Context: an optimization exercise on an open-source flow, tuned for small area, a short achievable clock period and few clock cycles. The choices shown serve that exercise and are no tape-out recipe. Where RTL was checked, it was by simulation tests only, not by an equivalence proof against the original. The RTL of runs 2 to 5 was laid out without a check of its function. Power and IR drop assume default switching activity.

**config.mk**
```make
export PLATFORM = sky130hd
export DESIGN_NAME = fsc_fp
export DESIGN_NICKNAME = fsc_fp
export VERILOG_FILES = /design/flow/design.v
export SDC_FILE = /design/flow/constraint.sdc
export NUM_CORES = 4
export LEC_CHECK = 0
export CAP_MARGIN = 20
export CORE_MARGIN = 2
export CORE_UTILIZATION = 40
export SLEW_MARGIN = 20
```
**constraint.sdc**
```tcl
create_clock -name core_clock -period 9.0 [get_ports {clk}]
set_input_delay 1.8000 -clock core_clock [delete_from_list [all_inputs] [get_ports {clk}]]
set_output_delay 1.8000 -clock core_clock [all_outputs]
set_load 0.01 [all_outputs]
```
**design.v**
```verilog
module fsc_fp (
    input  wire        clk,
    input  wire        rst,           
    input  wire        in_valid,
    input  wire [7:0]  in_data,
    output wire        in_ready,
    input  wire        fp_reset,
    input  wire        set_intron,
    input  wire [31:0] intron_in,     
    output wire        ev_valid,
    input  wire        ev_ready,
    output wire [2:0]  ev_code,
    output wire [63:0] ev_data,
    input  wire        ans_valid,
    input  wire [7:0]  ans_data       
);
    localparam [31:0] INTRON_RESET = 32'h3CC35AA5;    
    localparam [2:0] S_SRCH  = 3'd0,
                     S_HDR   = 3'd1,
                     S_WAIT  = 3'd2,
                     S_BODY  = 3'd3,
                     S_THROW = 3'd4;
    function eq1c;
        input [15:0] x;
        input [15:0] y;
        begin
            eq1c = ((x == y) && (y != 16'hFFFF)) ||
                   ((x == 16'hFFFF) && (y == 16'h0000));
        end
    endfunction
    wire clr = rst || fp_reset || set_intron;
    reg [31:0] intron;
    reg [2:0]  st;
    reg [1:0]  mpos;
    reg [2:0]  hcnt;
    reg [63:0] hdr_n;         
    wire [63:0] hdr = ~hdr_n;
    reg [2:0]  type_q;
    reg        rdy;
    reg [7:0]  fa, fb;
    reg        fa_v, fb_v;
    reg        p_rf, p_beg, p_comp, p_type, p_inv, vw;
    reg        v_lat;
    reg        ev_v, s_comp, s_type, s_inv, s_beg;
    reg [2:0]  ev_c;
    reg        cs_v, cs_hi, cs_last, par;
    reg [7:0]  cs_b;
    reg [15:0] c0, c1;
    reg        k0, k1;
    reg        upd, fold, fin1, fin2, fin3, fin4;
    assign in_ready = rdy;
    wire take = in_valid && rdy;
    wire [15:0] blen = hdr[31:16];
    wire        len1 = (blen == 16'd1);
    wire        len0 = (blen == 16'd0);
    wire type_ok = (hdr[7:3] == 5'd0) && (hdr[2:0] != 3'd0) &&
                   (hdr[2:0] <= 3'd4);
    wire len_ok  = (blen <= 16'd32);
    assign ev_valid = ev_v;
    assign ev_code  = ev_c;
    assign ev_data[7:0]  = ({8{fa_v}}   & fa) |
                           ({8{s_type}} & {5'd0, type_q}) |
                           ({8{s_comp}} & {7'd0, v_lat}) |
                           ({8{s_beg}}  & hdr[7:0]);
    assign ev_data[8]    = (s_type & v_lat) | (s_beg & hdr[8]);
    assign ev_data[63:9] = {55{s_beg}} & hdr[63:9];
    wire fire = ev_v && ev_ready;
    wire pop  = fire && fa_v;
    wire s_rf = (ev_c == 3'd1);
    wire [7:0] ib = intron[mpos*8 +: 8];
    wire m_cur = (in_data == ib);
    wire m_0   = (in_data == intron[7:0]);
    wire t_srch = take && (st == S_SRCH);
    wire t_hdr  = take && (st == S_HDR);
    wire t_body = take && (st == S_BODY);
    wire t_thr  = take && (st == S_THROW);
    wire rf_hit = t_srch && m_cur && (mpos == 2'd3);
    wire ans    = (st == S_WAIT) && ans_valid;
    wire acc    = (ans_data == 8'h01) && type_ok && len_ok;
    reg [2:0] st_n;
    always @(*) begin
        st_n = st;
        case (st)
            S_SRCH:  if (rf_hit) st_n = S_HDR;
            S_HDR:   if (t_hdr && hcnt == 3'd7) st_n = S_WAIT;
            S_WAIT:  if (ans_valid) st_n = len0 ? S_SRCH : (acc ? S_BODY : S_THROW);
            S_BODY:  if (t_body && len1) st_n = S_SRCH;
            S_THROW: if (t_thr && len1) st_n = S_SRCH;
            default: st_n = S_SRCH;
        endcase
    end
    wire push   = t_body;
    wire fa_ld  = !fa_v || pop;
    wire fa_v_n = fb_v || (fa_v && !pop) || push;
    wire fb_v_n = (fb_v && !pop) || (push && fa_v && !pop) || (push && fb_v);
    wire end_acc  = (t_body && len1) || (ans && acc && len0);
    wire fin_v    = fin4 || (ans && acc && len0);
    wire p_rf_n   = rf_hit || (p_rf && !(fire && s_rf));
    wire p_beg_n  = (t_hdr && hcnt == 3'd7) || (p_beg && !(fire && s_beg));
    wire p_comp_n = end_acc || (p_comp && !(fire && s_comp));
    wire p_type_n = end_acc || (p_type && !(fire && s_type));
    wire p_inv_n  = (ans && !acc && len0) || (t_thr && len1) ||
                    (p_inv && !(fire && s_inv));
    wire vw_n     = (t_body && len1) || (vw && !fin4);
    wire cs_in = (t_hdr && !hcnt[2]) || t_body;
    wire clr_cs = (st == S_HDR) && (hcnt == 3'd0);
    wire [15:0] op0 = cs_v ? (cs_hi ? {cs_b, 8'd0} : {8'd0, cs_b}) : 16'd0;
    wire [15:0] s0, s1;
    wire        co0, co1;
    wire [15:0] op1 = upd ? c0 : 16'd0;
    fsc_fp_add16 u_add0 (.a(c0), .b(op0), .ci(k0), .s(s0), .co(co0));
    fsc_fp_add16 u_add1 (.a(c1), .b(op1), .ci(upd ? k0 : k1), .s(s1), .co(co1));
    genvar gi;
    wire [15:0] bdec;
    wire [16:0] bb;
    assign bb[0] = 1'b1;
    generate
        for (gi = 0; gi < 16; gi = gi + 1) begin : g_dec
            assign bdec[gi]  = blen[gi] ^ bb[gi];
            assign bb[gi+1]  = bb[gi] & !blen[gi];
        end
    endgenerate
    always @(posedge clk) begin
        cs_b <= in_data;
        if (fa_ld) fa <= fb_v ? fb : in_data;
        if ((push && !fa_ld) || (push && fb_v)) fb <= in_data;
        if (t_hdr) begin
            hdr_n <= ~{in_data, hdr[63:8]};
            hcnt <= hcnt + 3'd1;
        end
        if (ans)
            type_q <= hdr[2:0];
        if (t_body || t_thr)
            hdr_n[31:16] <= ~bdec;
        cs_v    <= cs_in;
        cs_hi   <= par;
        cs_last <= t_body && len1;
        if (cs_in) par <= !par;
        if (clr_cs) begin
            c0 <= 16'd0;
            k0 <= 1'b0;
        end else if (cs_v) begin
            c0 <= s0;
            k0 <= co0;
        end else begin
            c0 <= {s0[15:1], s0[0] | co0};
            k0 <= 1'b0;
        end
        upd   <= (cs_v && cs_hi) || fold;    
        fold  <= cs_v && !cs_hi && cs_last;
        fin1  <= cs_v && cs_last;
        fin2  <= fin1;
        fin3  <= fin2;
        fin4  <= fin3;
        if (clr_cs) begin
            c1 <= 16'd0;
            k1 <= 1'b0;
        end else if (upd) begin
            c1 <= s1;
            k1 <= co1;
        end else begin
            c1 <= {s1[15:1], s1[0] | co1};
            k1 <= 1'b0;
        end
        if (clr) begin
            st      <= S_SRCH;
            mpos    <= 2'd0;
            rdy     <= 1'b1;
            fa_v    <= 1'b0;
            fb_v    <= 1'b0;
            p_rf    <= 1'b0;
            p_beg   <= 1'b0;
            p_comp  <= 1'b0;
            p_type  <= 1'b0;
            p_inv   <= 1'b0;
            vw      <= 1'b0;
            ev_v    <= 1'b0;
            s_comp  <= 1'b0;
            s_type  <= 1'b0;
            s_inv   <= 1'b0;
            s_beg   <= 1'b0;
            ev_c    <= 3'd0;
            cs_v    <= 1'b0;
            upd     <= 1'b0;
            fold    <= 1'b0;
            fin1    <= 1'b0;
            fin2    <= 1'b0;
            fin3    <= 1'b0;
            fin4    <= 1'b0;
            if (rst)
                intron <= INTRON_RESET;
            else if (set_intron)
                intron <= intron_in;
        end else begin
            st   <= st_n;
            fa_v <= fa_v_n;
            fb_v <= fb_v_n;
            rdy  <= (st_n == S_SRCH) || (st_n == S_HDR) || (st_n == S_THROW) ||
                    ((st_n == S_BODY) && !fb_v_n);
            if (t_srch) begin
                if (m_cur)
                    mpos <= mpos + 2'd1;
                else if (mpos != 2'd0)
                    mpos <= m_0 ? 2'd1 : 2'd0;
            end
            if (rf_hit) begin
                hcnt <= 3'd0;
                par  <= 1'b0;
            end
            p_rf   <= p_rf_n;
            p_beg  <= p_beg_n;
            p_comp <= p_comp_n;
            p_type <= p_type_n;
            p_inv  <= p_inv_n;
            vw     <= vw_n;
            if (fin_v) v_lat <= eq1c(c0, hdr[47:32]) && eq1c(c1, hdr[63:48]);
            ev_v   <= fa_v_n || (p_comp_n ? !vw_n :
                                 (p_type_n || p_inv_n || p_rf_n || p_beg_n));
            s_comp <= !fa_v_n && p_comp_n && !vw_n;
            s_type <= !fa_v_n && !p_comp_n && p_type_n;
            s_inv  <= !fa_v_n && !p_comp_n && !p_type_n && p_inv_n;
            s_beg  <= !fa_v_n && !p_comp_n && !p_type_n && !p_inv_n && !p_rf_n && p_beg_n;
            ev_c   <= fa_v_n ? 3'd3 : p_comp_n ? 3'd4 : p_type_n ? 3'd5 :
                      p_inv_n ? 3'd6 : p_rf_n ? 3'd1 : p_beg_n ? 3'd2 : 3'd0;
        end
    end
endmodule
module fsc_fp_add16(input [15:0] a, input [15:0] b, input ci, output [15:0] s, output co);
  wire [15:0] p = a ^ b;
  wire [15:0] g0 = a & b;
  wire gc0 = g0[0] | (p[0] & ci);
  wire G1 = g0[1] | (p[1] & gc0);
  wire P1 = p[1] & 1'b0;
  wire G2 = g0[3] | (p[3] & g0[2]);
  wire P2 = p[3] & p[2];
  wire G3 = g0[5] | (p[5] & g0[4]);
  wire P3 = p[5] & p[4];
  wire G4 = g0[7] | (p[7] & g0[6]);
  wire P4 = p[7] & p[6];
  wire G5 = g0[9] | (p[9] & g0[8]);
  wire P5 = p[9] & p[8];
  wire G6 = g0[11] | (p[11] & g0[10]);
  wire P6 = p[11] & p[10];
  wire G7 = g0[13] | (p[13] & g0[12]);
  wire P7 = p[13] & p[12];
  wire G8 = g0[15] | (p[15] & g0[14]);
  wire P8 = p[15] & p[14];
  wire G9 = g0[2] | (p[2] & G1);
  wire P9 = p[2] & P1;
  wire G10 = G2 | (P2 & G1);
  wire P10 = P2 & P1;
  wire G11 = g0[6] | (p[6] & G3);
  wire P11 = p[6] & P3;
  wire G12 = G4 | (P4 & G3);
  wire P12 = P4 & P3;
  wire G13 = g0[10] | (p[10] & G5);
  wire P13 = p[10] & P5;
  wire G14 = G6 | (P6 & G5);
  wire P14 = P6 & P5;
  wire G15 = g0[14] | (p[14] & G7);
  wire P15 = p[14] & P7;
  wire G16 = G8 | (P8 & G7);
  wire P16 = P8 & P7;
  wire G17 = g0[4] | (p[4] & G10);
  wire P17 = p[4] & P10;
  wire G18 = G3 | (P3 & G10);
  wire P18 = P3 & P10;
  wire G19 = G11 | (P11 & G10);
  wire P19 = P11 & P10;
  wire G20 = G12 | (P12 & G10);
  wire P20 = P12 & P10;
  wire G21 = g0[12] | (p[12] & G14);
  wire P21 = p[12] & P14;
  wire G22 = G7 | (P7 & G14);
  wire P22 = P7 & P14;
  wire G23 = G15 | (P15 & G14);
  wire P23 = P15 & P14;
  wire G24 = G16 | (P16 & G14);
  wire P24 = P16 & P14;
  wire G25 = g0[8] | (p[8] & G20);
  wire P25 = p[8] & P20;
  wire G26 = G5 | (P5 & G20);
  wire P26 = P5 & P20;
  wire G27 = G13 | (P13 & G20);
  wire P27 = P13 & P20;
  wire G28 = G14 | (P14 & G20);
  wire P28 = P14 & P20;
  wire G29 = G21 | (P21 & G20);
  wire P29 = P21 & P20;
  wire G30 = G22 | (P22 & G20);
  wire P30 = P22 & P20;
  wire G31 = G23 | (P23 & G20);
  wire P31 = P23 & P20;
  wire G32 = G24 | (P24 & G20);
  wire P32 = P24 & P20;
  assign s[0] = p[0] ^ ci;
  assign s[1] = p[1] ^ gc0;
  assign s[2] = p[2] ^ G1;
  assign s[3] = p[3] ^ G9;
  assign s[4] = p[4] ^ G10;
  assign s[5] = p[5] ^ G17;
  assign s[6] = p[6] ^ G18;
  assign s[7] = p[7] ^ G19;
  assign s[8] = p[8] ^ G20;
  assign s[9] = p[9] ^ G25;
  assign s[10] = p[10] ^ G26;
  assign s[11] = p[11] ^ G27;
  assign s[12] = p[12] ^ G28;
  assign s[13] = p[13] ^ G29;
  assign s[14] = p[14] ^ G30;
  assign s[15] = p[15] ^ G31;
  assign co = G32;
endmodule
```
**flow/run.sh**
```bash
#!/bin/bash
# Standard ORFS layout, with plain buffers on the ports instead of the
# default delay-cell port buffers, timing repair aimed at a shorter
# period than the design's, and a clock tree of smaller buffers.
export BUFFER_PORTS_ARGS="-buffer_cell sky130_fd_sc_hd__buf_1"
export SETUP_SLACK_MARGIN=5.6
export CTS_ARGS="-sink_clustering_enable -repair_clock_nets -dont_use_dummy_load -buf_list {sky130_fd_sc_hd__clkbuf_4 sky130_fd_sc_hd__clkbuf_8}"
bash standard.sh > standard.log 2>&1
```
**standard.sh**
```bash
#!/bin/bash
# synth_recipe.tcl (not shown) runs the flow's synth.tcl, then flattens the netlist and writes it again
# the make line also repeats each setting of config.mk as NAME=value (left out here)
make -C /OpenROAD-flow-scripts/flow DESIGN_CONFIG=/design/flow/config.mk WORK_HOME=/design/flow/orfs CLKGATE_MAP_FILE= SYNTH_SCRIPT=/design/flow/synth_recipe.tcl "${@:-finish}"
```
==> results.txt, run 1 <==
* Count of synthesis-stage warnings from yosys at 1
* Die Wd at 158 µm
* Average cell area after synthesis at 11.2 µm²
* Count of max-cap constraint violations at 0
* Worst slew pin tran at 0.709 ns
* Critical Path AT at 3.51 ns
* Row count at 56
* Die Area at 25100 µm²
* Final critical path time including I/O delays and setup at 3.31 ns
* Hold_ws at 0.346 ns
* Count of pins on the block boundary at 124
* Final net count at 1090
* Routability-driven placement congestion ratio at 0.835
* Share of the synthesized area in the top cell type at 0.365
* Overflow after GRT at 0
* Startpoint class of the critical path: flop
* Net Count, Synth at 967
* Starting density of the core at 0.406
* Setup total negative slack at 0 ns
* Total of flip-flops plus latches after synthesis at 193
* Die Ht at 158 µm
* Number of clock sinks at 193
* Clock-pin slew of the registers on the worst-case setup and hold paths at 0.10 ns
* Unrepaired setup endpoints after global routing: yes
* Worst skew pair latency at 0.46 ns
* CTS Buf Count at 17
* Aggregate global-route resource usage at 0.182
* Wire length per cell after detailed routing at 17.5 µm
* Maximum number of pins on one net before global-route repair at 65
* Filler Cell Count at 2241
* CTS tree: yes
* Startpoint-to-endpoint class of the critical path: flop to flop
* Number of endpoints with negative hold slack in the final report at 0
* Most used DFF post-synth: edfxtp_1
* Number of antenna-violating nets in the routed design at 0
* Routed vias/inst at 5.22
* Area growth, synth to finish at 12.7%
* Maximum clock rate at 302 MHz
* Proportion of layout cells with a drive suffix above 1 at 0.103
* Final worst path period share at 0.368
* Total vias in the final route at 6760
* Type of the tightest min-delay check: flop to flop
* Max-slew violations at 0
* Initial antenna violation count at 0
* Clk_skew at 0.0327 ns
* Final setup fails at 0
* Most common cell in the synthesized netlist: edfxtp_1
* H-tree lvl count at 4
* Sequential area share after synthesis at 0.527
* Detailed Place HPWL at 16800 µm
* Core area at 23500 µm²
* Total inserted antenna cells at 0
* Instance count of the mapped netlist at 854
* Count of unresolved DRC violations after routing at 0
* Cell taking the most area after synthesis: edfxtp_1
* Data required time at the worst endpoint at 9.20 ns
* Wirelength, routed at 22700 µm
* Maximum net fanout on the critical path at 2
* Cell area after synthesis at 9540 µm²
* Via count of the first global-routing pass at 6432
* Static leakage power at 3.91 nW
* Area contributors post-synth: edfxtp_1 37%, dfxtp_1 16%, ha_1 6.3%
* Number of buffers inserted by port buffering at 123
* Pwr/cell area at 133 nW/µm²
* Initial drt markers at 483
* Total iterations of the first detailed-routing run at 5
* VDD IR max at 0.0000703 V
* Slew margin rel. at 0.527
* Async SR Flop Fraction at 0
* Clock Path Buffers at 2
* Clock root buffer: clkbuf_8
* First-pass GRT wire length at 34800 µm
* Element type at the critical path end: flop
* Result of the run: no timing/DRC/antenna violations
* Most numerous cell types in the synthesized netlist: 116 x edfxtp_1, 100 x nor2_1, 77 x dfxtp_1, 52 x xnor2_1, 48 x ha_1
* Cts hold-fix bufs at 0
* Post-synth EDFFs at 116
* Count of unique library cells instantiated by Yosys at 66
critical path, cell delays in order, from the launching register on:
cell and delay (ns):
edfxtp_1 0.46, ha_4 0.20, ha_2 0.16, ha_2 0.16, ha_2 0.16, ha_1 0.17, ha_2 0.18, ha_4 0.16
ha_2 0.16, ha_2 0.16, ha_2 0.16, ha_2 0.16, ha_2 0.18, ha_4 0.16, ha_4 0.19, mux2_2 0.25
area by class of cell:
class / count / area, µm² / area share
Clock buffer: 17 / 234 / 0.0218
Inverter: 28 / 121 / 0.0113
Multi-Input combinational cell: 606 / 4430 / 0.412
Sequential cell: 193 / 5030 / 0.468
Tap cell: 319 / 399 / 0.0371
Timing Repair Buffer: 130 / 522 / 0.0485
Timing Repair inverter: 1 / 8.76 / 0.000815
flip-flops by register name (all words and copies together) (netlist names), 2 cells and up:
signal / count
c0: 16
hcnt: 3
hdr_n: 64
cs_b: 8
fb: 8
c1: 16
ev_c: 3
st: 3
fa: 8
type_q: 3
mpos: 2
intron: 32
final timing paths:
path | startpoint | end | slack [ns] | depth (start not counted)
max | hdr_n[16] | hdr_n[30] | 5.69 | 15
max reg2reg | hdr_n[16] | hdr_n[30] | 5.69 | 15
min reg2reg | par | cs_hi | 0.35 | 0
min | par | cs_hi | 0.35 | 0
placed cells by master (no fill, tap or decap), types with 5 or more instances in the layout:
cell type  instances
buf_1            122
edfxtp_1         116
nor2_1            98
dfxtp_1           73
xnor2_1           52
nand2_1           42
and2_1            39
ha_1              35
o21ai_0           30
inv_1             27
nor4_1            26
a21oi_1           24
nand4_1           24
nor2b_1           20
or2_2             19
nand3_1           17
nor3_1            17
clkbuf_8          17
mux2_2            15
xor2_1            13
and3_1            10
fa_1              10
nand2b_1           9
ha_2               9
mux4_2             7
a21o_1             7
buf_4              7
a31oi_1            6
or3_1              5
logic make-up (layout without fill, tap and decap cells):
group,Yosys count,after routing,synth area share
buffers and inverters,55,176,0.0226
AOI/OAI and AO/OA,109,109,0.0759
and+or+nand+nor,348,348,0.191
xor gates and xnor gates,65,65,0.0597
muxes,26,26,0.0401
adders and majority gates,58,58,0.0839
DFF,193,193,0.527
power by group:
group / internal (mW) / total, mW / leakage [nW] / switching, mW
Combinational: 0.0221 / 0.0482 / 2.07 / 0.0261
Sequential: 0.948 / 0.954 / 1.72 / 0.00678
Clock: 0.168 / 0.430 / 0.122 / 0.262
metrics by stage:
stage | instance area (µm²) | std cells | setup slack (ns) | total power, mW | util
detailed placement | 10400 | 1272 | 4.63 | 1.02 | 0.441
finish | 10800 | 1294 | 5.69 | 1.43 | 0.458
floorplan | 9590 | 854 | 5.05 | 1.00 | -
CTS | 10700 | 1292 | 5.39 | 1.45 | 0.454
global route | 10800 | 1294 | 5.60 | 1.48 | 0.458
global placement | 10400 | 1272 | 4.80 | 1.02 | 0.441
layer usage:
layer / GRT usage / part of all wire / vias to the layer above
met3: 0.0338 / 0.053 / 19
li1: - / - / 3315
met1: 0.259 / 0.48 / 3201
met4: 0.0442 / 0.016 / 0
met2: 0.287 / 0.45 / 225
met5: 0 / 0 / -
repair_timing:
action | 4_1_cts | 5_1_grt
buffers inserted | 3 | 1
pin swaps | 1 | 1
resized for setup | 14 | 20
cloned | 0 | 1
endpoints found under the hold margin | 0 | 0
endpoints found under the setup margin | 94 | 65
Testbench counts, summed over its fixed seeds: cycles 15,963.
==> run 2, diff against run 1 <==
--- a/design.v
+++ b/design.v
@@ -16,9 +16,4 @@
 );
     localparam [31:0] INTRON_RESET = 32'h3CC35AA5;    
-    localparam [2:0] S_SRCH  = 3'd0,
-                     S_HDR   = 3'd1,
-                     S_WAIT  = 3'd2,
-                     S_BODY  = 3'd3,
-                     S_THROW = 3'd4;
     function eq1c;
         input [15:0] x;
@@ -31,9 +26,10 @@
     wire clr = rst || fp_reset || set_intron;
     reg [31:0] intron;
-    reg [2:0]  st;
+    reg        q_srch, q_hdr, q_wait, q_body, q_thr;
     reg [1:0]  mpos;
     reg [2:0]  hcnt;
     reg [63:0] hdr_n;         
     wire [63:0] hdr = ~hdr_n;
+    reg        hok, hlen0;    
     reg [2:0]  type_q;
     reg        rdy;
@@ -42,5 +38,5 @@
     reg        p_rf, p_beg, p_comp, p_type, p_inv, vw;
     reg        v_lat;
-    reg        ev_v, s_comp, s_type, s_inv, s_beg;
+    reg        ev_v, s_comp, s_type, s_inv, s_rf, s_beg;
     reg [2:0]  ev_c;
     reg        cs_v, cs_hi, cs_last, par;
@@ -53,8 +49,4 @@
     wire [15:0] blen = hdr[31:16];
     wire        len1 = (blen == 16'd1);
-    wire        len0 = (blen == 16'd0);
-    wire type_ok = (hdr[7:3] == 5'd0) && (hdr[2:0] != 3'd0) &&
-                   (hdr[2:0] <= 3'd4);
-    wire len_ok  = (blen <= 16'd32);
     assign ev_valid = ev_v;
     assign ev_code  = ev_c;
@@ -67,42 +59,32 @@
     wire fire = ev_v && ev_ready;
     wire pop  = fire && fa_v;
-    wire s_rf = (ev_c == 3'd1);
     wire [7:0] ib = intron[mpos*8 +: 8];
     wire m_cur = (in_data == ib);
     wire m_0   = (in_data == intron[7:0]);
-    wire t_srch = take && (st == S_SRCH);
-    wire t_hdr  = take && (st == S_HDR);
-    wire t_body = take && (st == S_BODY);
-    wire t_thr  = take && (st == S_THROW);
-    wire rf_hit = t_srch && m_cur && (mpos == 2'd3);
-    wire ans    = (st == S_WAIT) && ans_valid;
-    wire acc    = (ans_data == 8'h01) && type_ok && len_ok;
-    reg [2:0] st_n;
-    always @(*) begin
-        st_n = st;
-        case (st)
-            S_SRCH:  if (rf_hit) st_n = S_HDR;
-            S_HDR:   if (t_hdr && hcnt == 3'd7) st_n = S_WAIT;
-            S_WAIT:  if (ans_valid) st_n = len0 ? S_SRCH : (acc ? S_BODY : S_THROW);
-            S_BODY:  if (t_body && len1) st_n = S_SRCH;
-            S_THROW: if (t_thr && len1) st_n = S_SRCH;
-            default: st_n = S_SRCH;
-        endcase
-    end
-    wire push   = t_body;
+    wire h7     = q_hdr && (hcnt == 3'd7);
+    wire rf_hit = take && q_srch && m_cur && (mpos == 2'd3);
+    wire t_h7   = take && h7;
+    wire t_last = take && (q_body || q_thr) && len1;
+    wire ans    = q_wait && ans_valid;
+    wire acc    = (ans_data == 8'h01) && hok;
+    wire n_srch = (q_srch && !rf_hit) || (ans && hlen0) || t_last;
+    wire n_hdr  = (q_hdr && !t_h7) || rf_hit;
+    wire n_wait = (q_wait && !ans_valid) || t_h7;
+    wire n_body = (q_body && !t_last) || (ans && !hlen0 && acc);
+    wire n_thr  = (q_thr && !t_last) || (ans && !hlen0 && !acc);
+    wire push   = take && q_body;
     wire fa_ld  = !fa_v || pop;
-    wire fa_v_n = fb_v || (fa_v && !pop) || push;
-    wire fb_v_n = (fb_v && !pop) || (push && fa_v && !pop) || (push && fb_v);
-    wire end_acc  = (t_body && len1) || (ans && acc && len0);
-    wire fin_v    = fin4 || (ans && acc && len0);
+    wire fa_v_n = fa_v ? (!pop || fb_v || push) : push;
+    wire fb_v_n = fb_v ? (!pop || push) : (push && fa_v && !pop);
+    wire end_acc  = (push && len1) || (ans && acc && hlen0);
     wire p_rf_n   = rf_hit || (p_rf && !(fire && s_rf));
-    wire p_beg_n  = (t_hdr && hcnt == 3'd7) || (p_beg && !(fire && s_beg));
+    wire p_beg_n  = t_h7 || (p_beg && !(fire && s_beg));
     wire p_comp_n = end_acc || (p_comp && !(fire && s_comp));
     wire p_type_n = end_acc || (p_type && !(fire && s_type));
-    wire p_inv_n  = (ans && !acc && len0) || (t_thr && len1) ||
+    wire p_inv_n  = (ans && !acc && hlen0) || (take && q_thr && len1) ||
                     (p_inv && !(fire && s_inv));
-    wire vw_n     = (t_body && len1) || (vw && !fin4);
-    wire cs_in = (t_hdr && !hcnt[2]) || t_body;
-    wire clr_cs = (st == S_HDR) && (hcnt == 3'd0);
+    wire vw_n     = (push && len1) || (vw && !fin4);
+    wire cs_in  = take && ((q_hdr && !hcnt[2]) || q_body);
+    wire clr_cs = q_hdr && (hcnt == 3'd0);
     wire [15:0] op0 = cs_v ? (cs_hi ? {cs_b, 8'd0} : {8'd0, cs_b}) : 16'd0;
     wire [15:0] s0, s1;
@@ -111,12 +93,13 @@
     fsc_fp_add16 u_add0 (.a(c0), .b(op0), .ci(k0), .s(s0), .co(co0));
     fsc_fp_add16 u_add1 (.a(c1), .b(op1), .ci(upd ? k0 : k1), .s(s1), .co(co1));
-    genvar gi;
     wire [15:0] bdec;
-    wire [16:0] bb;
-    assign bb[0] = 1'b1;
+    genvar gi;
     generate
         for (gi = 0; gi < 16; gi = gi + 1) begin : g_dec
-            assign bdec[gi]  = blen[gi] ^ bb[gi];
-            assign bb[gi+1]  = bb[gi] & !blen[gi];
+            if (gi == 0) begin : g0
+                assign bdec[gi] = !blen[gi];
+            end else begin : gn
+                assign bdec[gi] = blen[gi] ^ !(|blen[gi-1:0]);
+            end
         end
     endgenerate
@@ -124,16 +107,20 @@
         cs_b <= in_data;
         if (fa_ld) fa <= fb_v ? fb : in_data;
-        if ((push && !fa_ld) || (push && fb_v)) fb <= in_data;
-        if (t_hdr) begin
-            hdr_n <= ~{in_data, hdr[63:8]};
-            hcnt <= hcnt + 3'd1;
+        if (push && (fb_v || !fa_ld)) fb <= in_data;
+        if (take && q_hdr) begin
+            hdr_n[63:32] <= ~{in_data, hdr[63:40]};
+            hdr_n[15:0]  <= ~hdr[23:8];
+            hcnt         <= hcnt + 3'd1;
         end
-        if (ans)
+        if (take && (q_hdr || q_body || q_thr))
+            hdr_n[31:16] <= q_hdr ? ~hdr[39:24] : ~bdec;
+        hok   <= (hdr[7:3] == 5'd0) && (hdr[2:0] != 3'd0) && (hdr[2:0] <= 3'd4) &&
+                 (blen <= 16'd32);
+        hlen0 <= (blen == 16'd0);
+        if (q_wait && !p_type)
             type_q <= hdr[2:0];
-        if (t_body || t_thr)
-            hdr_n[31:16] <= ~bdec;
         cs_v    <= cs_in;
         cs_hi   <= par;
-        cs_last <= t_body && len1;
+        cs_last <= push && len1;
         if (cs_in) par <= !par;
         if (clr_cs) begin
@@ -163,6 +150,12 @@
             k1 <= 1'b0;
         end
+        if (fin4 || (q_wait && !p_type))
+            v_lat <= eq1c(c0, hdr[47:32]) && eq1c(c1, hdr[63:48]);
         if (clr) begin
-            st      <= S_SRCH;
+            q_srch  <= 1'b1;
+            q_hdr   <= 1'b0;
+            q_wait  <= 1'b0;
+            q_body  <= 1'b0;
+            q_thr   <= 1'b0;
             mpos    <= 2'd0;
             rdy     <= 1'b1;
@@ -179,4 +172,5 @@
             s_type  <= 1'b0;
             s_inv   <= 1'b0;
+            s_rf    <= 1'b0;
             s_beg   <= 1'b0;
             ev_c    <= 3'd0;
@@ -193,10 +187,13 @@
                 intron <= intron_in;
         end else begin
-            st   <= st_n;
-            fa_v <= fa_v_n;
-            fb_v <= fb_v_n;
-            rdy  <= (st_n == S_SRCH) || (st_n == S_HDR) || (st_n == S_THROW) ||
-                    ((st_n == S_BODY) && !fb_v_n);
-            if (t_srch) begin
+            q_srch <= n_srch;
+            q_hdr  <= n_hdr;
+            q_wait <= n_wait;
+            q_body <= n_body;
+            q_thr  <= n_thr;
+            fa_v   <= fa_v_n;
+            fb_v   <= fb_v_n;
+            rdy    <= !((q_wait && !ans_valid) || t_h7 || (q_body && fb_v_n));
+            if (take && q_srch) begin
                 if (m_cur)
                     mpos <= mpos + 2'd1;
@@ -214,5 +211,4 @@
             p_inv  <= p_inv_n;
             vw     <= vw_n;
-            if (fin_v) v_lat <= eq1c(c0, hdr[47:32]) && eq1c(c1, hdr[63:48]);
             ev_v   <= fa_v_n || (p_comp_n ? !vw_n :
                                  (p_type_n || p_inv_n || p_rf_n || p_beg_n));
@@ -220,4 +216,5 @@
             s_type <= !fa_v_n && !p_comp_n && p_type_n;
             s_inv  <= !fa_v_n && !p_comp_n && !p_type_n && p_inv_n;
+            s_rf   <= !fa_v_n && !p_comp_n && !p_type_n && !p_inv_n && p_rf_n;
             s_beg  <= !fa_v_n && !p_comp_n && !p_type_n && !p_inv_n && !p_rf_n && p_beg_n;
             ev_c   <= fa_v_n ? 3'd3 : p_comp_n ? 3'd4 : p_type_n ? 3'd5 :
==> run 2 against run 1 <==
Net effect:
- via count rose by 3.3%
- worst setup slack better by 0.043 ns
- utilization fell by 0.29 points
- area after synthesis grew 1.1%
- first-iteration DRC count grew 12%
- global-route usage grew 0.073 points
- combinational power down 4.6%
- sequential power rose by 2.3%
==> results.txt, run 2 <==
* Result of the run: no timing/DRC/antenna violations
* Largest regs: hdr_n x64, intron x32
* Final critical path time including I/O delays and setup at 3.27 ns (-0.0435 ns)
* Worst setup startpoint: s_beg
* Number of buffers inserted by port buffering at 123 (unchanged)
* Max reg flops at 64 (unchanged)
* Die Ht at 159 µm (+0.54%)
* Clk_skew at 0.0479 ns (+0.0151 ns)
* Filler Cell Count at 2304 (+2.8%)
* Setup total negative slack at 0 ns (unchanged)
* Stages on the worst setup path at 4 (-11)
* Final worst path period share at 0.363 (-0.00483)
* Area contributors post-synth: edfxtp_1 36%, dfxtp_1 17%, ha_1 4.9%
* Post-synth EDFFs at 116 (unchanged)
* Aggregate global-route resource usage at 0.182 (+0.000730)
* Cell family with the largest share of critical-path delay: flip-flops
* Total buffers and inverters traversed by the critical path at 2 (+2)
* Static leakage power at 3.82 nW (-2.3%)
* Cell taking the most area after synthesis: edfxtp_1
* Commonest non-fill, non-tap cells in the layout: 122 x buf_1, 116 x edfxtp_1, 100 x nor2_1
* Max incr delay on CP at 0.41 ns (-0.05 ns)
* Maximum net fanout on the critical path at 32 (+30)
* Worst slew pin tran at 1.04 ns (+0.335 ns)
* Clock root buffer: clkbuf_8
* Most common cell in the synthesized netlist: edfxtp_1
* Startpoint-to-endpoint class of the critical path: flop to output port
* Share of the synthesized netlist area taken by xor and xnor gates at 0.0645 (+0.00480)
* FF-to-FF path depth at 10 (-5)
* Number of clock sinks at 198 (+2.6%)
* Share of the synthesized area in the top cell type at 0.361 (-0.00398)
* Total of flip-flops plus latches after synthesis at 198 (+2.6%)
* Register with the highest flop count: hdr_n
* Async SR Flop Fraction at 0 (unchanged)
* Worst-path cell with the longest stage delay: dfxtp_4
* Maximum number of pins on one net before global-route repair at 65 (unchanged)
* Most used DFF post-synth: edfxtp_1
* Clock Path Buffers at 2 (unchanged)
* Slew margin rel. at 0.303 (-0.225)
* Multiplexer share of the synthesized area at 0.0291 (-0.0111)
* Initial antenna violation count at 0 (unchanged)
* Most numerous cell types in the synthesized netlist: 116 x edfxtp_1, 102 x nor2_1, 82 x dfxtp_1, 62 x nand2_1, 48 x xnor2_1
* Count of unique library cells instantiated by Yosys at 58 (-12%)
* Number of antenna-violating nets in the routed design at 0 (unchanged)
* Routability-driven placement congestion ratio at 0.849 (+1.6%)
* Initial drt markers at 540 (+12%)
* H-tree lvl count at 4 (unchanged)
* Instance count of the mapped netlist at 899 (+5.3%)
* Area growth, synth to finish at 11.1%
* Data required time at the worst endpoint at 7.20 ns (-2.00 ns)
* Routed vias/inst at 5.24 (+0.40%)
* Die Wd at 159 µm (+0.54%)
* First-pass GRT wire length at 36500 µm (+5.0%)
* Element type at the critical path end: output port
* Total iterations of the first detailed-routing run at 5 (unchanged)
* Wirelength, routed at 23000 µm (+1.5%)
* Setup slack on the worst flop-to-flop path at 5.81 ns (+0.12 ns)
* Critical Path AT at 1.47 ns (-2.04 ns)
* Main combinational cell family by area after synthesis: simple AND/OR/NAND/NOR gates
* Startpoint class of the critical path: flop
* Count of max-cap constraint violations at 0 (unchanged)
* Count of synthesis-stage warnings from yosys at 1 (unchanged)
* Unrepaired setup endpoints after global routing: yes
* Net Count, Synth at 1002 (+3.6%)
* Detailed Place HPWL at 17000 µm (+1.8%)
* CTS tree: yes
* Worst skew pair latency at 0.47 ns (about the same)
* Core area at 23500 µm² (+0.30%)
* Final net count at 1117 (+2.5%)
* Row count at 56 (unchanged)
* Total inserted antenna cells at 0 (unchanged)
* Via count of the first global-routing pass at 6632 (+3.1%)
* R2R Path End: c1[9]
* Cts hold-fix bufs at 0 (unchanged)
* Capture point of the worst path: ev_data[0]
* Average cell area after synthesis at 10.7 µm² (-4.0%)
* Synth Area in Compound Gates at 0.0810 (+0.00501)
* Sequential area share after synthesis at 0.531 (+0.00464)
* Critical path cell sequence: inv_16 -> o21ai_0 -> a221o_1 -> buf_1
* Number of endpoints with negative hold slack in the final report at 0 (unchanged)
* Starting density of the core at 0.410 (+0.00325)
* Most common cell after layout, fill and taps aside: buf_1
* Clock-pin slew of the registers on the worst-case setup and hold paths at 0.10 ns (about the same)
* Proportion of layout cells with a drive suffix above 1 at 0.0702 (-0.0324)
* Cell area after synthesis at 9640 µm² (+1.1%)
* Wire length per cell after detailed routing at 17.3 µm (-1.3%)
* Maximum clock rate at 306 MHz (+1.3%)
* Launching point of the worst reg2reg path: upd
* Pwr/cell area at 136 nW/µm² (+2.2%)
* Final setup fails at 0 (unchanged)
* VDD IR max at 0.0000683 V (-2.8%)
* Total vias in the final route at 6981 (+3.3%)
* Max-slew violations at 0 (unchanged)
* Area fraction in and, or, nand and nor cells after synthesis at 0.196 (+0.00518)
* Count of pins on the block boundary at 124 (unchanged)
* Die Area at 25400 µm² (+1.1%)
* Overflow after GRT at 0 (unchanged)
* Utilization after layout at 0.455 (-0.00285)
* Adder-cell share of the synthesized area at 0.0701 (-0.0139)
* CTS Buf Count at 17 (unchanged)
* Type of the tightest min-delay check: flop to flop
* Count of unresolved DRC violations after routing at 0 (unchanged)
run 2: layout make-up:
type	count	area, µm²	area share
Timing Repair Buffer	126	504	0.0471
Clock buffer	17	234	0.0218
Tap cell	319	399	0.0372
Timing Repair inverter	1	8.76	0.000817
Inverter	38	159	0.0148
Sequential cell	198	5130	0.479
Multi-Input combinational cell	632	4280	0.399
run 2: metrics by stage:
stage | worst slack, ns | hold slack, ns | cell area [µm²] | power, mW | cells
final | 5.73 | 0.376 | 10700 | 1.46 | 1331
after global routing | 5.57 | 0.395 | 10700 | 1.52 | 1331
after CTS | 5.45 | 0.374 | 10600 | 1.48 | 1329
after detailed placement | 4.62 | 0.360 | 10400 | 1.04 | 1312
after global placement | 4.69 | 0.359 | 10400 | 1.04 | 1312
after floorplan | 5.64 | 0.349 | 9650 | 1.02 | 899
run 2: kinds of logic after synthesis:
| kind of cell | Yosys count |
|---|---|
| simple gates | 369 |
| flops | 198 |
| compound gates | 127 |
| xor+xnor | 71 |
| buf+inv | 69 |
| fa+ha+maj | 48 |
| mux | 17 |
run 2: worst min path at each step:
stage	startpoint	end	slack [ns]	cells past startpoint
final	par	cs_hi	0.38	0
after global routing	par	cs_hi	0.39	0
after CTS	par	cs_hi	0.37	0
after detailed placement	par	cs_hi	0.36	0
after global placement	par	cs_hi	0.36	0
after floorplan	par	cs_hi	0.35	0
run 2: power breakdown:
| part | leakage, nW | total [mW] | switching, mW | internal, mW |
|---|---|---|---|---|
| combinational | 2.03 | 0.0460 | 0.0246 | 0.0214 |
| clock | 0.122 | 0.437 | 0.270 | 0.168 |
| sequential | 1.66 | 0.976 | 0.00605 | 0.970 |
| total | 3.82 | 1.46 | 0.300 | 1.16 |
run 2: per-layer routing:
layer,track usage,share of wire
met1,0.264,0.47
met2,0.281,0.45
met3,0.0378,0.070
met4,0.0430,0.012
met5,0,0
run 2: timing repair:
| action | 4_1_cts | 5_1_grt |
|---|---|---|
| gates resized for setup | 7 | 17 |
| gates cloned | 0 | 1 |
| setup buffers | 0 | 1 |
| setup endpoints to repair | 84 | 22 |
| pin swaps | 0 | 0 |
run 2: worst reg2reg max path, stage by stage, from the launching register on:
cell and delay, ns:
dfxtp_4 0.45, mux2_2 0.37, fa_1 0.41, fa_1 0.44, a211oi_2 0.25, o21ai_1 0.16, a31oi_1 0.26, inv_1 0.09
fa_1 0.41, xnor2_1 0.14, nor2_1 0.05
==> run 3, diff against run 2 <==
==> flow/run.sh (replaced) <==
#!/bin/bash
# Standard ORFS layout (standard.sh) with plain buf_1 port buffers, timing
# repair aimed at a shorter period than the design's, and a clock tree of
# clkbuf_8 buffers without dummy loads.
export BUFFER_PORTS_ARGS="-buffer_cell sky130_fd_sc_hd__buf_1"
export SETUP_SLACK_MARGIN=5.6
export CTS_ARGS="-sink_clustering_enable -repair_clock_nets -dont_use_dummy_load -buf_list {sky130_fd_sc_hd__clkbuf_8}"
bash standard.sh > standard.log 2>&1
--- a/config.mk
+++ b/config.mk
@@ -8,4 +8,4 @@
 export CAP_MARGIN = 20
 export CORE_MARGIN = 2
-export CORE_UTILIZATION = 40
+export CORE_UTILIZATION = 65
 export SLEW_MARGIN = 20
==> run 3 against run 2 <==
Net effect:
- non-clock buffer count up 1
- highest routed layer is now met5
- sequential power hardly changed
- utilization is 27 points higher
- sequential share of layout area is 0.76 points higher
- sequential cell count is the same
- critical path depth unchanged
- largest cell class unchanged
- count of clock-buffer cells in the layout unchanged
- final cell count down 10%
- clock skew shrank 0.018 ns
- combinational power hardly changed
==> results.txt, run 3 <==
* Routed vias/inst at 6.11 (+16%)
* VDD IR max at 0.000157 V (+130%)
* Static leakage power at 3.83 nW (+0.18%)
* Data required time at the worst endpoint at 7.20 ns (about the same)
* Aggregate global-route resource usage at 0.295 (+0.113)
* Count of unique library cells instantiated by Yosys at 58 (unchanged)
* Summed area of non-filler cells in the final layout at 10600 µm² (-1.6%)
* Area contributors post-synth: edfxtp_1 36%, dfxtp_1 17%, ha_1 4.9%
* Number of buffers inserted by port buffering at 123 (unchanged)
* Type of the tightest min-delay check: flop to flop
* Die Ht at 126 µm (-21%)
* Startpoint-to-endpoint class of the critical path: flop to output port
* Commonest non-fill, non-tap cells in the layout: 122 x buf_1, 116 x edfxtp_1, 100 x nor2_1
* Max-slew violations at 0 (unchanged)
* Number of clock sinks at 198 (unchanged)
* Most common cell in the synthesized netlist: edfxtp_1
* Unrepaired setup endpoints after global routing: no
* Overflow after GRT at 0 (unchanged)
* Setup total negative slack at 0 ns (unchanged)
* Starting density of the core at 0.664 (+0.254)
* Routability-driven placement congestion ratio at 0.906 (+6.7%)
* Net Count, Synth at 1002 (unchanged)
* Clock-pin slew of the registers on the worst-case setup and hold paths at 0.10 ns (about the same)
* Startpoint class of the critical path: flop
* Multiplexer share of the synthesized area at 0.0291 (unchanged)
* Slew margin rel. at 0.324 (+0.0216)
* CTS tree: yes
* Clock share of power at 0.298 (-0.002)
* Largest regs: hdr_n x64, intron x32
* Via count of the first global-routing pass at 7296 (+10%)
* Final worst path period share at 0.367 (+0.00408)
* Area fraction in and, or, nand and nor cells after synthesis at 0.196 (unchanged)
* Most numerous cell types in the synthesized netlist: 116 x edfxtp_1, 102 x nor2_1, 82 x dfxtp_1, 62 x nand2_1, 48 x xnor2_1
* Number of endpoints with negative hold slack in the final report at 0 (unchanged)
* Cell area after synthesis at 9640 µm² (unchanged)
* Synth Area in Compound Gates at 0.0810 (unchanged)
* Main combinational cell family by area after synthesis: simple AND/OR/NAND/NOR gates
* Switching power of the nets at 0.296 mW (-1.5%)
* Proportion of layout cells with a drive suffix above 1 at 0.0720 (+0.00183)
* Clock root buffer: clkbuf_8
* Critical Path AT at 1.51 ns (+0.04 ns)
* Sequential area share after synthesis at 0.531 (unchanged)
* Hold_ws at 0.393 ns (+0.0172 ns)
* Final setup fails at 0 (unchanged)
* Row count at 44 (-21%)
* First-pass GRT wire length at 36600 µm (+0.27%)
* Cts hold-fix bufs at 0 (unchanged)
* CTS Buf Count at 17 (unchanged)
* Combinational power share at 0.032 (about the same)
* Pwr/cell area at 138 nW/µm² (+1.2%)
* Core area at 14500 µm² (-38%)
* Die Area at 15800 µm² (-38%)
* Post-synth EDFFs at 116 (unchanged)
* Placed Area at 10200 µm² (-1.6%)
* Share of the synthesized netlist area taken by xor and xnor gates at 0.0645 (unchanged)
* Maximum number of pins on one net before global-route repair at 37 (-43%)
* Cell taking the most area after synthesis: edfxtp_1
* Wire length per cell after detailed routing at 18.9 µm (+9.5%)
* Most used DFF post-synth: edfxtp_1
* Share of the synthesized area in the top cell type at 0.361 (unchanged)
* Maximum clock rate at 302 MHz (-1.1%)
* Total of flip-flops plus latches after synthesis at 198 (unchanged)
* Initial drt markers at 695 (+29%)
* Most common cell after layout, fill and taps aside: buf_1
* Maximum net fanout on the critical path at 32 (unchanged)
* Wirelength, routed at 22700 µm (-1.5%)
* Count of max-cap constraint violations at 0 (unchanged)
* Count of unresolved DRC violations after routing at 0 (unchanged)
* Initial antenna violation count at 1 (+1)
* Total iterations of the first detailed-routing run at 5 (unchanged)
* Adder-cell share of the synthesized area at 0.0701 (unchanged)
* Count of synthesis-stage warnings from yosys at 1 (unchanged)
* Worst skew pair latency at 0.46 ns (about the same)
* Die Wd at 126 µm (-21%)
* Register with the highest flop count: hdr_n
* Total vias in the final route at 7314 (+4.8%)
* Placed cell count at 1178 (-10%)
* Sequential cell fraction of total power at 0.671 (+0.002)
* Total inserted antenna cells at 0 (unchanged)
* Final net count at 1119 (+0.18%)
* H-tree lvl count at 4 (unchanged)
* Final critical path time including I/O delays and setup at 3.31 ns (+0.0367 ns)
* Max reg flops at 64 (unchanged)
* Clock Path Buffers at 2 (unchanged)
* Detailed Place HPWL at 16600 µm (-2.6%)
* Total chip power at 1.45 mW (-0.33%)
* Worst slew pin tran at 1.01 ns (-0.0310 ns)
* Clk_skew at 0.0300 ns (-0.0178 ns)
* Internal power consumption at 1.16 mW (about the same)
* Non-filler instance count after layout at 1198 (-10%)
* Element type at the critical path end: output port
* Average cell area after synthesis at 10.7 µm² (unchanged)
* Area growth, synth to finish at 9.39%
* Switching fraction of total power at 0.203 (-0.00241)
* Count of pins on the block boundary at 124 (unchanged)
* Instance count of the mapped netlist at 899 (unchanged)
* Result of the run: no timing/DRC/antenna violations
* Number of antenna-violating nets in the routed design at 0 (unchanged)
* Async SR Flop Fraction at 0 (unchanged)
==> run 3: cell counts after synthesis <==
Identical to the previous run, type by type.
==> run 3: power by group through the flow <==
stage | registers [mW] | logic (mW) | clock network [mW]
CTS | 0.976 | 0.0464 | 0.439
detailed placement | 0.997 | 0.0456 | 0
floorplan | 0.995 | 0.0283 | 0
global route | 0.978 | 0.0515 | 0.470
global placement | 0.996 | 0.0437 | 0
finish | 0.976 | 0.0460 | 0.433
==> run 3: path summary, 6_finish.rpt <==
kind,start,slack [ns],depth (start not counted),to
worst max register to register,upd,5.79,10,c1[9]
worst min register to register,par,0.39,0,cs_hi
worst max-delay path,s_beg,5.69,4,ev_data[0]
worst min-delay path,par,0.39,0,cs_hi
==> run 3: kinds of logic after synthesis <==
logic type,after synthesis
AO/OA/AOI/OAI,127
XOR/XNOR,71
adder cells (fa/ha/maj),48
buffers and inverters,69
flip-flops,198
multiplexers,17
AND/OR/NAND/NOR,369
==> run 3: layer usage <==
| metal | up-vias | part of all wire | GRT usage |
|---|---|---|---|
| li1 | 3416 | - | - |
| met1 | 3477 | 0.41 | 0.382 |
| met2 | 369 | 0.49 | 0.495 |
| met3 | 50 | 0.079 | 0.0607 |
| met4 | 2 | 0.026 | 0.114 |
| met5 | - | 0.00057 | 0 |
==> run 3: worst max-delay path: stages (launching register included) <==
cell,delay (ns)
dfxtp_4,0.41
inv_16,0.12
o21ai_0,0.10
a221o_1,0.28
buf_1,0.13
==> run 3: per-stage QoR <==
stage	worst slack [ns]	util
6_report	5.69	0.726
5_1_grt	5.61	0.726
4_1_cts	5.63	0.723
3_5_place_dp	4.61	0.704
3_3_place_gp	4.82	0.704
2_1_floorplan	5.64	-
==> run 3: final cells by class <==
type	count	area (µm²)
clock buffer	17	234
fill	1108	3980
inverter	38	159
multi-input combinational	633	4280
sequential	198	5130
tap	184	230
timing repair buffer	127	505
timing repair inverter	1	8.76
==> run 3: what timing repair did <==
action / 4_1_cts / 5_1_grt
buffers inserted: 0 / 1
gates resized for setup: 13 / 6
pin swaps: 1 / 1
endpoints found under the setup margin: 85 / 12
cloned: 2 / 0
==> run 4, diff against run 3 <==
==> flow/run.sh (replaced) <==
#!/bin/bash
# The standard ORFS layout (standard.sh) with these changes:
#  - synthesis maps logic with flow/abc_area.script (see synth_prefix.tcl)
#  - plain buf_1 port buffers instead of the default delay cells
#  - timing repair aimed at a shorter period than the design's
#  - a clock tree of smaller buffers, without dummy loads
set -e
here=$(pwd)
sed "s#@ABC_SCRIPT@#$here/flow/abc_area.script#" flow/synth_prefix.tcl > my_synth.tcl
cat synth_recipe.tcl >> my_synth.tcl
sed "s#SYNTH_SCRIPT=[^ ]*#SYNTH_SCRIPT=$here/my_synth.tcl#" standard.sh > my_standard.sh
export BUFFER_PORTS_ARGS="-buffer_cell sky130_fd_sc_hd__buf_1"
export SETUP_SLACK_MARGIN=5.6
export CTS_ARGS="-sink_clustering_enable -repair_clock_nets -dont_use_dummy_load -buf_list {sky130_fd_sc_hd__clkbuf_8}"
bash my_standard.sh > standard.log 2>&1
==> flow/abc_area.script (new file) <==
strash
&get -n
&st
&dch
&nf -R 1000
&put
==> flow/synth_prefix.tcl (new file) <==
set my_abc_script @ABC_SCRIPT@
proc fix_abc {args} {
  global abc_args my_abc_script
  if {[lindex $abc_args 0] eq "-script" && [lindex $abc_args 1] ne $my_abc_script} {
    set abc_args [lreplace $abc_args 1 1 $my_abc_script]
  }
}
trace add variable ::abc_args write fix_abc
==> run 4 against run 3 <==
Net effect:
- still clean
- sequential power hardly changed
- area after synthesis is 4.9% lower
- total power hardly changed
- critical path type unchanged
==> results.txt, run 4 <==
* Max incr delay on CP at 0.45 ns (+0.04 ns)
* Final worst path period share at 0.371 (+0.00381)
* Critical path cell sequence: clkinv_8 -> o21ai_0 -> buf_1
* Met2 GRT Util at 0.479 (-0.0158)
* Setup total negative slack at 0 ns (unchanged)
* Met1 Track Usage GR at 0.384 (+0.00217)
* Net Count, Synth at 954 (-4.8%)
* Async SR Flop Fraction at 0 (unchanged)
* Max reg flops at 64 (unchanged)
* Slew margin rel. at 0.290 (-0.0346)
* Worst slew pin tran at 1.06 ns (+0.0504 ns)
* Final worst slack at 5.66 ns (-0.0343 ns)
* Routed vias/inst at 6.06 (-0.67%)
* Overflow after GRT at 0 (unchanged)
* Count of synthesis-stage warnings from yosys at 1 (unchanged)
* Core area at 13800 µm² (-4.9%)
* Aggregate global-route resource usage at 0.295 (about the same)
* Routability-driven placement congestion ratio at 0.877 (-3.2%)
* Filler Cell Count at 1017 (-8.2%)
* Data required time at the worst endpoint at 7.20 ns (about the same)
* Average cell area after synthesis at 10.8 µm² (+0.43%)
* Placed cell count at 1156 (-1.9%)
* Register with the highest flop count: hdr_n
* First-pass GRT wire length at 33400 µm (-8.8%)
* Max-slew violations at 0 (unchanged)
* Final setup fails at 0 (unchanged)
* Maximum net fanout on the critical path at 32 (unchanged)
* Most numerous cell types in the synthesized netlist: 133 x nor2_1, 116 x edfxtp_1, 86 x nand2_1, 82 x dfxtp_1, 49 x o21ai_0
* CTS Buf Count at 17 (unchanged)
* Clock Path Buffers at 2 (unchanged)
* Final critical path time including I/O delays and setup at 3.34 ns (+0.0343 ns)
* Die Ht at 123 µm (-2.4%)
* Count of unique library cells instantiated by Yosys at 44 (-24%)
* Worst-path cell with the longest stage delay: dfxtp_4
* Area contributors post-synth: edfxtp_1 38%, dfxtp_1 18%, nor2_1 5.4%
* Largest regs: hdr_n x64, intron x32
* Wire length per cell after detailed routing at 18.5 µm (-2.0%)
* Number of buffers inserted by port buffering at 123 (unchanged)
* VDD IR max at 0.000169 V (+7.3%)
* Via count of the first global-routing pass at 6659 (-8.7%)
* Unrepaired setup endpoints after global routing: no
* Type of the tightest min-delay check: flop to flop
* Row count at 43 (-2.3%)
* Number of endpoints with negative hold slack in the final report at 0 (unchanged)
* Startpoint class of the critical path: flop
* Total iterations of the first detailed-routing run at 6 (+1)
* Most common cell in the synthesized netlist: nor2_1
* Static leakage power at 3.61 nW (-5.8%)
* Footprint of the multi-input gates at 3960 µm² (-7.5%)
* Global-route met3 utilization at 0.0655 (+0.00477)
* Cell taking the most area after synthesis: edfxtp_1
* Instance count of the mapped netlist at 851 (-5.3%)
* FF/Latch Area at 5140 µm² (about the same)
* Total of flip-flops plus latches after synthesis at 198 (unchanged)
* Gr busiest metal: met2
* Number of antenna-violating nets in the routed design at 0 (unchanged)
* Most used DFF post-synth: edfxtp_1
* Critical Path AT at 1.54 ns (+0.03 ns)
* Element type at the critical path end: output port
* Worst skew pair latency at 0.47 ns (about the same)
* Cell area after synthesis at 9170 µm² (-4.9%)
* Final net count at 1102 (-1.5%)
* Proportion of layout cells with a drive suffix above 1 at 0.0512 (-0.0208)
* Die Wd at 123 µm (-2.4%)
* H-tree lvl count at 4 (unchanged)
* Count of max-cap constraint violations at 0 (unchanged)
* Area growth, synth to finish at 11.5%
* CTS tree: yes
* Number of clock sinks at 198 (unchanged)
* Count of pins on the block boundary at 124 (unchanged)
* Initial antenna violation count at 0 (-1)
* Count of unresolved DRC violations after routing at 0 (unchanged)
* Share of the synthesized area in the top cell type at 0.380 (+0.0187)
* Total inserted antenna cells at 0 (unchanged)
* Most common cell after layout, fill and taps aside: nor2_1
* Cts hold-fix bufs at 0 (unchanged)
* Initial drt markers at 772 (+11%)
* Pwr/cell area at 142 nW/µm² (+3.2%)
* Clock root buffer: clkbuf_8
* Result of the run: no timing/DRC/antenna violations
* Setup slack on the worst flop-to-flop path at 5.80 ns (about the same)
* Sequential area share after synthesis at 0.559 (+0.0276)
* Detailed Place HPWL at 16000 µm (-3.7%)
* Die Area at 15100 µm² (-4.8%)
* Maximum clock rate at 299 MHz (-1.0%)
* Maximum number of pins on one net before global-route repair at 52 (+41%)
* Startpoint-to-endpoint class of the critical path: flop to output port
* Clock-pin slew of the registers on the worst-case setup and hold paths at 0.10 ns (about the same)
* Total vias in the final route at 7138 (-2.4%)
* Clk_skew at 0.0336 ns (+0.00351 ns)
* Starting density of the core at 0.663 (about the same)
* Pre-CTS WS at 4.96 ns (+0.348 ns)
* Non-filler instance count after layout at 1177 (-1.8%)
* Post-synth EDFFs at 116 (unchanged)
* Commonest non-fill, non-tap cells in the layout: 132 x nor2_1, 121 x buf_1, 116 x edfxtp_1
* Total chip power at 1.45 mW (about the same)
* Wirelength, routed at 21800 µm (-3.7%)
## run 4: path summary, 6_finish.rpt
path	cells after the start	startpoint	end
worst max-delay path	3	s_beg	ev_data[7]
worst min-delay path	0	par	cs_hi
worst max register to register	19	cs_v	c0[13]
worst min register to register	0	par	cs_hi
## run 4: what timing repair did
item,4_1_cts,5_1_grt
endpoints found under the setup margin,80,17
gates resized for setup,14,17
pin swaps,1,3
cloned,1,0
buffers inserted,0,3
## run 4: stage by stage
step	utilization	cell area, µm²	hold WS (ns)
after floorplan	-	9180	0.349
after global placement	0.714	9880	0.392
after detailed placement	0.714	9880	0.392
after CTS	0.735	10200	0.419
after global routing	0.739	10200	0.421
final	0.739	10200	0.406
## run 4: layout make-up
cell class,instances,area share
clock buffer,17,0.0229
timing repair inverter,1,0.000857
sequential,198,0.503
tap,180,0.0220
timing repair buffer,128,0.0491
inverter,35,0.0154
multi-input combinational,618,0.387
## run 4: logic make-up after synthesis
family | Yosys count | share of synthesized area
simple gates | 385 | 0.203
xor+xnor | 44 | 0.0420
fa+ha+maj | 48 | 0.0737
compound gates | 130 | 0.0852
flops | 198 | 0.559
buf+inv | 35 | 0.0143
mux | 11 | 0.0233
## run 4: worst max-delay path, delay by kind of cell (launching register included)
kind	cells	cell delay, ns
flip-flops	1	0.45
buffers and inverters	2	0.35
AO/OA/AOI/OAI	1	0.27
## run 4: where the power goes
group	leakage, nW	internal (mW)	total (mW)	switching [mW]
combinational	1.79	0.0206	0.0433	0.0227
sequential	1.70	0.970	0.977	0.00747
clock	0.122	0.167	0.434	0.266
## run 4: per-layer routing
layer  wire length [µm]  share of wire  vias to the layer above
met1               8940           0.41                     3385
met4                637          0.029                        0
met2              10500           0.48                      361
met3               1770          0.081                       56
li1                   -              -                     3336
met5                  0              0                        -
==> run 5, diff against run 4 <==
--- a/flow/run.sh
+++ b/flow/run.sh
@@ -12,4 +12,4 @@
 export BUFFER_PORTS_ARGS="-buffer_cell sky130_fd_sc_hd__buf_1"
 export SETUP_SLACK_MARGIN=5.6
-export CTS_ARGS="-sink_clustering_enable -repair_clock_nets -dont_use_dummy_load -buf_list {sky130_fd_sc_hd__clkbuf_8}"
+export CTS_ARGS="-sink_clustering_enable -repair_clock_nets -dont_use_dummy_load -buf_list {sky130_fd_sc_hd__clkbuf_4 sky130_fd_sc_hd__clkbuf_8}"
 bash my_standard.sh > standard.log 2>&1
--- a/config.mk
+++ b/config.mk
@@ -8,4 +8,4 @@
 export CAP_MARGIN = 20
 export CORE_MARGIN = 2
-export CORE_UTILIZATION = 65
+export CORE_UTILIZATION = 40
 export SLEW_MARGIN = 20
==> run 5 against run 4 <==
Net effect:
- final cell count grew 8.9%
- combinational power grew 1%
- fmax grew 1.5%
- critical path type unchanged
- largest power group unchanged
==> results.txt, run 5 <==
* H-tree lvl count at 4 (unchanged)
* CTS tree: yes
* Commonest non-fill, non-tap cells in the layout: 133 x nor2_1, 122 x buf_1, 116 x edfxtp_1
* Total of flip-flops plus latches after synthesis at 198 (unchanged)
* Summed area of non-filler cells in the final layout at 10400 µm² (+1.4%)
* Number of endpoints with negative hold slack in the final report at 0 (unchanged)
* Cts hold-fix bufs at 0 (unchanged)
* Startpoint class of the critical path: flop
* Routability-driven placement congestion ratio at 0.908 (+3.5%)
* Cell area after synthesis at 9170 µm² (unchanged)
* Clock-pin slew of the registers on the worst-case setup and hold paths at 0.10 ns (about the same)
* Switching power of the nets at 0.296 mW (about the same)
* Total iterations of the first detailed-routing run at 6 (unchanged)
* Setup total negative slack at 0 ns (unchanged)
* Combinational power share at 0.030 (about the same)
* Detailed Place HPWL at 16200 µm (+1.4%)
* Count of unique library cells instantiated by Yosys at 44 (unchanged)
* Type of the tightest min-delay check: flop to flop
* Critical Path AT at 1.49 ns (-0.05 ns)
* Total chip power at 1.45 mW (about the same)
* Total inserted antenna cells at 0 (unchanged)
* Sequential area share after synthesis at 0.559 (unchanged)
* Largest regs: hdr_n x64, intron x32
* Total vias in the final route at 6757 (-5.3%)
* Maximum net fanout on the critical path at 32 (unchanged)
* Filler Cell Count at 2184 (+110%)
* Pwr/cell area at 140 nW/µm² (-1.4%)
* Clock share of power at 0.298 (about the same)
* Area contributors post-synth: edfxtp_1 38%, dfxtp_1 18%, nor2_1 5.4%
* Aggregate global-route resource usage at 0.182 (-0.113)
* Routed vias/inst at 5.27 (-13%)
* Data required time at the worst endpoint at 7.20 ns (about the same)
* Result of the run: no timing/DRC/antenna violations
* Die Area at 24100 µm² (+60%)
* Slew margin rel. at 0.321 (+0.0316)
* Most used DFF post-synth: edfxtp_1
* Max-slew violations at 0 (unchanged)
* Overflow after GRT at 0 (unchanged)
* Count of pins on the block boundary at 124 (unchanged)
* Wire length per cell after detailed routing at 17.1 µm (-8.0%)
* Core area at 22600 µm² (+63%)
* Sequential cell fraction of total power at 0.672 (about the same)
* Cell family with the largest share of critical-path delay: flip-flops
* Hold_ws at 0.371 ns (-0.0358 ns)
* Die Ht at 155 µm (+27%)
* Net Count, Synth at 954 (unchanged)
* Row count at 55 (+28%)
* Count of max-cap constraint violations at 0 (unchanged)
* Number of clock sinks at 198 (unchanged)
* Most numerous cell types in the synthesized netlist: 133 x nor2_1, 116 x edfxtp_1, 86 x nand2_1, 82 x dfxtp_1, 49 x o21ai_0
* Proportion of layout cells with a drive suffix above 1 at 0.0502 (-0.00100)
* Footprint of the multi-input gates at 3970 µm² (+0.28%)
* FF/Latch Area at 5140 µm² (about the same)
* Clk_skew at 0.0344 ns (+0.000847 ns)
* Initial antenna violation count at 0 (unchanged)
* Static leakage power at 3.61 nW (about the same)
* Share of the synthesized area in the top cell type at 0.380 (unchanged)
* Max reg flops at 64 (unchanged)
* Worst-path cell with the longest stage delay: dfxtp_4
* Element type at the critical path end: output port
* CTS Buf Count at 17 (unchanged)
* Most common cell after layout, fill and taps aside: nor2_1
* Maximum number of pins on one net before global-route repair at 52 (unchanged)
* Clock root buffer: clkbuf_8
* Die Wd at 155 µm (+27%)
* Placed Area at 10000 µm² (+1.3%)
* Async SR Flop Fraction at 0 (unchanged)
* Final setup fails at 0 (unchanged)
* Count of unresolved DRC violations after routing at 0 (unchanged)
* Non-filler instance count after layout at 1282 (+8.9%)
* Internal power consumption at 1.16 mW (about the same)
* Final net count at 1102 (unchanged)
* Count of synthesis-stage warnings from yosys at 1 (unchanged)
* VDD IR max at 0.0000698 V (-59%)
* Setup slack on the worst flop-to-flop path at 5.84 ns (+0.04 ns)
* Worst skew pair latency at 0.46 ns (about the same)
* Wirelength, routed at 21900 µm (+0.21%)
* Final worst path period share at 0.366 (-0.00548)
* Number of antenna-violating nets in the routed design at 0 (unchanged)
* Clock Path Buffers at 2 (unchanged)
* Max incr delay on CP at 0.46 ns (about the same)
* Switching fraction of total power at 0.204 (about the same)
* Post-synth EDFFs at 116 (unchanged)
* Startpoint-to-endpoint class of the critical path: flop to output port
* Most common cell in the synthesized netlist: nor2_1
* Register with the highest flop count: hdr_n
* Via count of the first global-routing pass at 6237 (-6.3%)
* Placed cell count at 1261 (+9.1%)
* Starting density of the core at 0.406 (-0.257)
* Critical path cell sequence: clkinv_8 -> nor2_1 -> buf_1
* Number of buffers inserted by port buffering at 123 (unchanged)
* Maximum clock rate at 304 MHz (+1.5%)
* Initial drt markers at 436 (-44%)
* Instance count of the mapped netlist at 851 (unchanged)
* Total buffers and inverters traversed by the critical path at 2 (unchanged)
* Unrepaired setup endpoints after global routing: yes
* First-pass GRT wire length at 33800 µm (+1.3%)
* Worst slew pin tran at 1.02 ns (-0.0473 ns)
* Area growth, synth to finish at 13.1%
* Average cell area after synthesis at 10.8 µm² (unchanged)
* Cell taking the most area after synthesis: edfxtp_1
* Final critical path time including I/O delays and setup at 3.29 ns (-0.0493 ns)
## run 5: repair_timing
item                       in CTS  in global routing
setup endpoints to repair      76                 62
gates cloned                    1                  0
resized for setup              11                 23
pin swaps                       1                  2
buffers inserted                1                  2
## run 5: cells by family after synthesis
family / after synthesis / synth area share
muxes: 11 / 0.0233
adders and majority gates: 48 / 0.0737
DFF: 198 / 0.559
xor gates and xnor gates: 44 / 0.0420
buffers and inverters: 35 / 0.0143
and+or+nand+nor: 385 / 0.203
AOI/OAI and AO/OA: 130 / 0.0852
## run 5: stage by stage
| stage | worst slack [ns] | utilization |
|---|---|---|
| floorplan | 5.64 | - |
| global placement | 5.16 | 0.443 |
| detailed placement | 5.17 | 0.443 |
| CTS | 5.57 | 0.456 |
| global route | 5.54 | 0.459 |
| finish | 5.71 | 0.459 |
## run 5: power by group through the flow
stage                     Clock (mW)  Combinational, mW  Sequential (mW)
after floorplan                    0             0.0246            0.996
after global placement             0             0.0437            0.999
after detailed placement           0             0.0448            0.999
after CTS                      0.446             0.0447            0.978
after global routing           0.479             0.0494            0.979
final                          0.433             0.0439            0.977
## run 5: path summary, 6_finish.rpt
| check | to | startpoint | cells past startpoint |
|---|---|---|---|
| hold reg to reg | cs_hi | par | 0 |
| setup / recovery | ev_data[57] | s_beg | 3 |
| hold / removal | cs_hi | par | 0 |
| setup reg to reg | c0[15] | cs_v | 19 |
## run 5: worst register-to-register path, stage by stage (launching register included)
cell      delay, ns
dfxtp_4        0.38
nor2b_4        0.15
nand2_1        0.08
fa_1           0.17
clkinv_1       0.09
fa_2           0.36
nand3_1        0.07
nand2_1        0.09
nand3_1        0.09
nand2_1        0.06
and2_0         0.19
or3_1          0.33
o21ai_2        0.10
o21ai_2        0.09
nand3_1        0.09
nand2_1        0.09
and2_4         0.19
a31oi_2        0.17
xor2_1         0.17
nor2_1         0.05
## run 5: routing by layer
| metal | global-route usage | part of all wire | vias up |
|---|---|---|---|
| li1 | - | - | 3339 |
| met4 | 0.0489 | 0.013 | 0 |
| met2 | 0.281 | 0.44 | 230 |
| met3 | 0.0415 | 0.060 | 22 |
| met1 | 0.260 | 0.48 | 3166 |
| met5 | 0 | 0 | - |
## run 5: area by class of cell
cell class	instances	area share
Sequential cell	198	0.496
Timing Repair Buffer	128	0.0483
Clock buffer	17	0.0226
Inverter	35	0.0152
Tap cell	285	0.0344
Timing Repair inverter	1	0.00109
Multi-Input combinational cell	618	0.383

==> port drivers added, routing unchanged <==
The results above use ideal ports. As a check the final layouts listed here were re-extracted and re-timed, cells and wires unchanged. Step 1, drivers: a clkbuf_16 drives clk and a buf_2 each remaining input, both assumed. Step 2 times the ports against the registers' clock, not the clock port: input delays grow and output delays shrink by t, the midpoint of the rising clock arrivals with the driver on. a / b / c = ideal / step 1 / step 2; a / b = the first two.
| run | shift t [ns] | setup WS [ns] | hold WS [ns] | worst slew at a driven data input, ns | pins driven straight from the clock port |
|---|---|---|---|---|---|
| run 1 | 0.484 | 5.687 / 5.676 / 5.257 | 0.346 / 0.346 / 0.346 | 0.04 | 1 |
| run 2 | 0.492 | 5.730 / 5.691 / 5.343 | 0.376 / 0.376 / 0.376 | 0.04 | 1 |
| run 3 | 0.487 | 5.694 / 5.655 / 5.338 | 0.393 / 0.393 / 0.393 | 0.04 | 1 |
| run 4 | 0.497 | 5.659 / 5.621 / 5.301 | 0.406 / 0.406 / 0.406 | 0.04 | 1 |
| run 5 | 0.493 | 5.709 / 5.666 / 5.271 | 0.371 / 0.371 / 0.371 | 0.03 | 1 |
After both steps every run listed still meets setup and hold. For run 5, which loses most, drivers alone change the setup slack by -0.043 ns; drivers and shift together by -0.438 ns.
